From an optimization exercise on the open Yosys and OpenROAD flow, aimed at small area, a short achievable clock period and few clock cycles per item; shortcuts taken in it are not production practice. RTL that was checked went through simulation tests only; none was proved equivalent to the original. Power figures rest on the tool's default switching activity, not on a simulated workload.

== the baseline ==
==> flow/design.v <==
module erf_crc0 (
    input  wire        clk,
    input  wire        rst,
    input  wire        in_valid,
    output reg         in_ready,
    input  wire [1:0]  in_op,
    input  wire [15:0] in_data,
    output reg         out_valid,
    input  wire        out_ready,
    output reg  [15:0] out_crc
);
    localparam [1:0] OP_BUILD  = 2'd0;
    localparam [1:0] OP_SEED   = 2'd1;
    localparam [1:0] OP_BYTE   = 2'd2;
    localparam [1:0] OP_FINISH = 2'd3;
    function [7:1] quot_inv;
        input [15:9] p;
        reg   [7:0]  h;
        integer      d, k;
        begin
            h = 8'h01;
            for (d = 1; d < 8; d = d + 1) begin
                h[d] = 1'b0;
                for (k = 1; k <= d; k = k + 1)
                    h[d] = h[d] ^ (p[16-k] & h[d-k]);
            end
            quot_inv = h[7:1];
        end
    endfunction
    function [15:0] table_of;
        input [15:0] poly;
        input [7:0]  h;
        input [7:0]  x;
        reg   [7:0]  q;      
        reg   [15:0] r;
        integer      i, m;
        begin
            for (i = 0; i < 8; i = i + 1) begin
                q[7-i] = 1'b0;
                for (m = 0; m <= i; m = m + 1)
                    q[7-i] = q[7-i] ^ (h[i-m] & x[7-m]);
            end
            r = 16'h0000;
            for (i = 0; i < 8; i = i + 1)
                r = r ^ ({16{q[7-i]}} & (poly << (7 - i)));
            table_of = r;
        end
    endfunction
    reg [15:0] poly;
    reg [7:1]  hq;
    reg [15:0] seed;
    reg [7:0]  s_x;
    reg [7:0]  crc_lo;
    reg [7:0]  s_b;
    reg        run_z;
    wire [7:0]  run_hi  = run_z ? 8'h00 : (s_x ^ s_b);
    wire [15:0] crc_run = {run_hi, crc_lo};
    reg        s_byte;      
    reg        s_restart;   
    reg        s_fin;       
    wire accept   = in_valid && in_ready;
    wire fin_exec = s_fin && !out_valid;
    wire restart  = fin_exec || s_restart;
    wire [15:0] tx = table_of(poly, {hq, 1'b1} & {8{s_byte}}, s_x);
    reg [15:0] run_base;
    always @(*) begin
        if (s_byte)
            run_base = {crc_run[7:0], 8'h00};
        else if (restart)
            run_base = seed;
        else
            run_base = crc_run;
    end
    wire s_fin_d     = (accept && in_op == OP_FINISH) || (s_fin && out_valid);
    wire out_valid_d = fin_exec || (out_valid && !out_ready);
    always @(posedge clk) begin
        if (accept && in_op == OP_BUILD)
            poly <= in_data;
        hq <= quot_inv(poly[15:9]);
        s_x <= (run_base[15:8] ^ in_data[7:0]) ^ tx[15:8];
        s_b <= in_data[7:0];
        if (fin_exec)
            out_crc <= crc_run;
    end
    always @(posedge clk) begin
        if (rst) begin
            seed      <= 16'h0000;
            crc_lo    <= 8'h00;
            run_z     <= 1'b1;
            s_byte    <= 1'b0;
            s_restart <= 1'b0;
            s_fin     <= 1'b0;
            out_valid <= 1'b0;
            in_ready  <= 1'b1;
        end else begin
            if (accept && in_op == OP_SEED)
                seed <= in_data;
            crc_lo    <= run_base[7:0] ^ tx[7:0];
            if (s_byte || restart)
                run_z <= 1'b0;
            s_byte    <= accept && in_op == OP_BYTE;
            s_restart <= accept && !in_op[1];
            s_fin     <= s_fin_d;
            out_valid <= out_valid_d;
            in_ready  <= !(s_fin_d && out_valid_d);
        end
    end
endmodule
export LEC_CHECK = 0
export CAP_MARGIN = 20
export CORE_MARGIN = 2
export CORE_UTILIZATION = 55
export PLACE_DENSITY = 0.7
export SLEW_MARGIN = 20
export SYNTH_MEMORY_MAX_BITS = 8192
create_clock -name core_clock -period 8.0 [get_ports {clk}]
standard.sh (not shown) runs the stock make flow with config.mk's settings and CLKGATE_MAP_FILE= SYNTH_SCRIPT=/design/flow/synth_recipe.tcl, a recipe that flattens the netlist after the stock synthesis.
==> flow/flow/run.sh <==
#!/bin/bash
# The standard layout (the standard.sh, unchanged synthesis) with three
# changes to how ORFS builds it:
#   - port buffers use buf_1 instead of the default clkdlybuf4s50_1
#   - clock tree synthesis without dummy loads, with clkbuf_4/clkbuf_8
#     and clusters of up to 30 sinks
set -euo pipefail
export SETUP_SLACK_MARGIN=5.5
export BUFFER_PORTS_ARGS="-buffer_cell sky130_fd_sc_hd__buf_1"
export CTS_ARGS="-sink_clustering_enable -repair_clock_nets -dont_use_dummy_load -buf_list {sky130_fd_sc_hd__clkbuf_4 sky130_fd_sc_hd__clkbuf_8} -sink_clustering_size 30"
bash standard.sh > standard.log 2>&1
Testbench counts of the baseline, summed over its fixed seeds: cycles 20,140, bytes 18,751.
### the baseline -> the candidate
diff --git a/flow/design.v b/flow/design.v
--- a/flow/design.v
+++ b/flow/design.v
@@ -15,16 +15,22 @@
     localparam [1:0] OP_FINISH = 2'd3;
     function [7:1] quot_inv;
         input [15:9] p;
-        reg   [7:0]  h;
-        integer      d, k;
+        reg   [7:0]  a, f, g, r;
+        integer      i, j;
         begin
-            h = 8'h01;
-            for (d = 1; d < 8; d = d + 1) begin
-                h[d] = 1'b0;
-                for (k = 1; k <= d; k = k + 1)
-                    h[d] = h[d] ^ (p[16-k] & h[d-k]);
-            end
-            quot_inv = h[7:1];
+            a = {p[9], p[10], p[11], p[12], p[13], p[14], p[15], 1'b1};   
+            f = {1'b0, p[13], 1'b0, p[14], 1'b0, p[15], 1'b0, 1'b1};     
+            g = {3'b000, p[15], 4'b0001};                                
+            r = 8'h00;
+            for (i = 0; i < 8; i = i + 1)
+                for (j = 0; j <= i; j = j + 1)
+                    r[i] = r[i] ^ (a[j] & f[i-j]);
+            a = r;
+            r = 8'h00;
+            for (i = 0; i < 8; i = i + 1)
+                for (j = 0; j <= i; j = j + 1)
+                    r[i] = r[i] ^ (a[j] & g[i-j]);
+            quot_inv = r[7:1];
         end
     endfunction
     function [15:0] table_of;
Findings:
Max sum of routed wire segments on met1 across the candidate and the baseline: the baseline. The slowest cell on the critical path comes out sky130_fd_sc_hd__dfxtp_2 in one run and sky130_fd_sc_hd__edfxtp_1 in the other, namely in the baseline and the candidate respectively. Of the candidate and the baseline, the higher total wire length after detailed routing belongs to the baseline. Between the candidate and the baseline, the difference in clock latency on the worst-skew pair is negligible. Between the candidate and the baseline, the final critical-path setup slack figures differ only marginally. Number of non-clock buffers in the layout: the candidate vs the baseline up about 1.8%. Between the candidate and the baseline, the difference in final clock skew is negligible. The candidate gives less post-synthesis compound-gate area fraction than the baseline did. Re HPWL reported at the end of detailed placement: the baseline was higher than the candidate. The candidate ended up with a lower simple-gate share of the synthesized area than the baseline did.
Testbench counts of the candidate, summed over its fixed seeds: cycles 20,140, bytes 18,751.

Setup of rev 12:
// erf_crc0: RTL as listed in full above, without the edits since
clock: 8.0 ns
lec_check: 0
cap_margin: 20
core_margin: 2
core_utilization: 40
place_density: 0.6
slew_margin: 20
synth_memory_max_bits: 8192
Scripts as last shown in full above: flow/flow/run.sh
Rev 12 finished all stages; the layout is clean.
Testbench counts of rev 12, summed over its fixed seeds: cycles 20,140, bytes 18,751.
Setup changes, rev 12 to rev 13
--- a/flow/design.v
+++ b/flow/design.v
@@ -16,14 +16,20 @@
     function [7:1] quot_inv;
         input [15:9] p;
-        reg   [7:0]  h;
-        integer      d, k;
+        reg   [7:0]  a, f, g, r;
+        integer      i, j;
         begin
-            h = 8'h01;
-            for (d = 1; d < 8; d = d + 1) begin
-                h[d] = 1'b0;
-                for (k = 1; k <= d; k = k + 1)
-                    h[d] = h[d] ^ (p[16-k] & h[d-k]);
-            end
-            quot_inv = h[7:1];
+            a = {p[9], p[10], p[11], p[12], p[13], p[14], p[15], 1'b1};   
+            f = {1'b0, p[13], 1'b0, p[14], 1'b0, p[15], 1'b0, 1'b1};     
+            g = {3'b000, p[15], 4'b0001};                                
+            r = 8'h00;
+            for (i = 0; i < 8; i = i + 1)
+                for (j = 0; j <= i; j = j + 1)
+                    r[i] = r[i] ^ (a[j] & f[i-j]);
+            a = r;
+            r = 8'h00;
+            for (i = 0; i < 8; i = i + 1)
+                for (j = 0; j <= i; j = j + 1)
+                    r[i] = r[i] ^ (a[j] & g[i-j]);
+            quot_inv = r[7:1];
         end
     endfunction
Findings:
- Rev 13: flow completed, timing, DRC and antenna clean
- Looking at the reports, rev 12 completed the entire flow and the layout it produced met the timing, design-rule and antenna checks.
- Re worst setup margin: rev 13 is 41 ps down on rev 12.
- Rev 13 does better than rev 12 on wire length.
- Starting density of the core in rev 13 is 0.37 points below rev 12.
- Part of the power in the clock network was higher in the run labelled rev 13.
- Post-route standard cell area excluding fillers delta (rev 13 − rev 12): favourable
- Looking only at global routing usage on met1, and setting everything else aside, the lower value of rev 12 and rev 13 goes to rev 13.
- In rev 13 the number of ordinary inverters in the final layout turned out 1 higher than in rev 12.
- Number of multi-input combinational cells went down by a few percent going from rev 12 to rev 13.
- In the reports for rev 12 and rev 13, the larger combinational group share of total power belongs to rev 12.
Testbench counts of rev 13, summed over its fixed seeds: cycles 20,140, bytes 18,751.

run a:
// erf_crc0: RTL as listed in full above, without the edits since
==> flow/config.mk <==
export PLATFORM = sky130hd
export DESIGN_NAME = erf_crc0
export DESIGN_NICKNAME = erf_crc0
export VERILOG_FILES = /design/flow/design.v
export SDC_FILE = /design/flow/constraint.sdc
export NUM_CORES = 4
export LEC_CHECK = 0
export CAP_MARGIN = 20
export CORE_MARGIN = 2
export CORE_UTILIZATION = 40
export PLACE_DENSITY = 0.6
export SLEW_MARGIN = 20
export SYNTH_MEMORY_MAX_BITS = 8192
==> flow/constraint.sdc <==
create_clock -name core_clock -period 8.0 [get_ports {clk}]
set_input_delay 1.6000 -clock core_clock [delete_from_list [all_inputs] [get_ports {clk}]]
set_output_delay 1.6000 -clock core_clock [all_outputs]
set_load 0.01 [all_outputs]
==> flow/flow/run.sh <==
#!/bin/bash
# The standard layout (the standard.sh, unchanged synthesis) with three
# changes to how ORFS builds it:
#   - port buffers use buf_1 instead of the default clkdlybuf4s50_1
#   - clock tree synthesis without dummy loads, with clkbuf_4/clkbuf_8
#     and clusters of up to 30 sinks
set -euo pipefail
export SETUP_SLACK_MARGIN=5.3
export BUFFER_PORTS_ARGS="-buffer_cell sky130_fd_sc_hd__buf_1"
export CTS_ARGS="-sink_clustering_enable -repair_clock_nets -dont_use_dummy_load -buf_list {sky130_fd_sc_hd__clkbuf_4 sky130_fd_sc_hd__clkbuf_8} -sink_clustering_size 30"
bash standard.sh > standard.log 2>&1
Both conditions hold for run a: the flow ran to the end and the final layout passed the timing, design-rule and antenna checks.
Testbench counts of run a, summed over its fixed seeds: cycles 20,140, bytes 18,751.
Changes in run b relative to run a:
==> flow/design.v <==
module erf_crc0 (
    input  wire        clk,
    input  wire        rst,
    input  wire        in_valid,
    output reg         in_ready,
    input  wire [1:0]  in_op,
    input  wire [15:0] in_data,
    output reg         out_valid,
    input  wire        out_ready,
    output reg  [15:0] out_crc
);
    localparam [1:0] OP_BUILD  = 2'd0;
    localparam [1:0] OP_SEED   = 2'd1;
    localparam [1:0] OP_BYTE   = 2'd2;
    localparam [1:0] OP_FINISH = 2'd3;
    function [7:1] quot_inv;
        input [15:9] p;
        reg   [7:0]  h;
        integer      d, k;
        begin
            h = 8'h01;
            for (d = 1; d < 8; d = d + 1) begin
                h[d] = 1'b0;
                for (k = 1; k <= d; k = k + 1)
                    h[d] = h[d] ^ (p[16-k] & h[d-k]);
            end
            quot_inv = h[7:1];
        end
    endfunction
    function [15:0] table_of;
        input [15:0] poly;
        input [7:0]  h;
        input [7:0]  x;
        reg   [7:0]  q;      
        reg   [15:0] r;
        integer      i, m;
        begin
            for (i = 0; i < 8; i = i + 1) begin
                q[7-i] = 1'b0;
                for (m = 0; m <= i; m = m + 1)
                    q[7-i] = q[7-i] ^ (h[i-m] & x[7-m]);
            end
            r = 16'h0000;
            for (i = 0; i < 8; i = i + 1)
                r = r ^ ({16{q[7-i]}} & (poly << (7 - i)));
            table_of = r;
        end
    endfunction
    reg [15:0] poly;
    reg [7:1]  hq;
    reg [15:0] seed;
    reg [15:0] crc_run;
    reg        s_valid;
    reg [1:0]  s_op;
    reg [7:0]  s_x;
    reg        pending;
    wire accept   = in_valid && in_ready;
    wire out_free = !out_valid || out_ready;
    wire fin      = s_valid && s_op == OP_FINISH;
    wire to_out   = pending ? out_ready : (fin && out_free);
    wire restart  = to_out || (s_valid && !s_op[1]);    
    wire step     = s_valid && s_op == OP_BYTE;
    wire [15:0] tx = table_of(poly, {hq, 1'b1} & {8{step}}, s_x);
    reg [15:0] run_base;
    always @(*) begin
        if (step)
            run_base = {crc_run[7:0], 8'h00};
        else if (restart)
            run_base = seed;
        else
            run_base = crc_run;
    end
    wire [15:0] run_d = run_base ^ tx;
    reg pending_d, out_valid_d;
    always @(*) begin
        pending_d = pending ? !out_ready : (fin && !out_free);
        out_valid_d = to_out || (out_valid && !out_ready);
    end
    always @(posedge clk) begin
        if (accept && in_op == OP_BUILD)
            poly <= in_data;
        hq   <= quot_inv(poly[15:9]);
        s_op <= in_op;
        s_x  <= (run_base[15:8] ^ in_data[7:0]) ^ tx[15:8];
        if (to_out)
            out_crc <= crc_run;
    end
    always @(posedge clk) begin
        if (rst) begin
            seed      <= 16'h0000;
            crc_run   <= 16'h0000;
            s_valid   <= 1'b0;
            pending   <= 1'b0;
            out_valid <= 1'b0;
            in_ready  <= 1'b1;
        end else begin
            if (accept && in_op == OP_SEED)
                seed <= in_data;
            s_valid   <= accept;
            pending   <= pending_d;
            out_valid <= out_valid_d;
            in_ready  <= !pending_d &&
                         !(accept && in_op == OP_FINISH && out_valid_d);
            crc_run   <= run_d;
        end
    end
endmodule
==> notes.md <==
- The post-cts hold buffer count of run b and that of run a are within noise of each other.
- Run b has combinational power below what run a had.
- Changes observed in run b relative to run a: shortest clock period the worst path allows after layout up 0.47 ns, hold slack down 0.018 ns.
- The multi-input logic portion of the cell area was comparable across run b and run a.
No functional check of the RTL was part of run b.

## what the ideal ports hide
The flow's constraints put no driver on any port. The routed layouts listed below were extracted and timed again, unchanged, in two steps. Step 1, drivers: a clkbuf_16 drives clk and a buf_2 each remaining input, both assumed. Step 2 adds t to the input delays and takes it off the output delays; t is the mean of the earliest and latest rising clock arrival at the registers after step 1. Input paths then give back, and output paths get back, about the clock's delay inside the block. Three values: ideal, step 1, step 2; two values: the first two.
| run | t, ns | slack for setup (ns) | worst slew at a driven data input, ns |
|---|---|---|---|
| the baseline | 0.379 | 5.527 / 5.494 / 5.223 | 0.03 |
| the candidate | 0.383 | 5.525 / 5.494 / 5.195 | 0.03 |
| rev 12 | 0.378 | 5.534 / 5.500 / 5.230 | 0.03 |
| rev 13 | 0.389 | 5.493 / 5.459 / 5.225 | 0.03 |
| run a | 0.383 | 5.456 / 5.423 / 5.114 | 0.03 |
| run b | 0.391 | 4.981 / 4.979 / 4.588 | 0.04 |
After both steps setup and hold are still met in every run listed. The setup slack of run b, which loses most, moves by -0.002 ns with the drivers and by -0.393 ns with both steps.
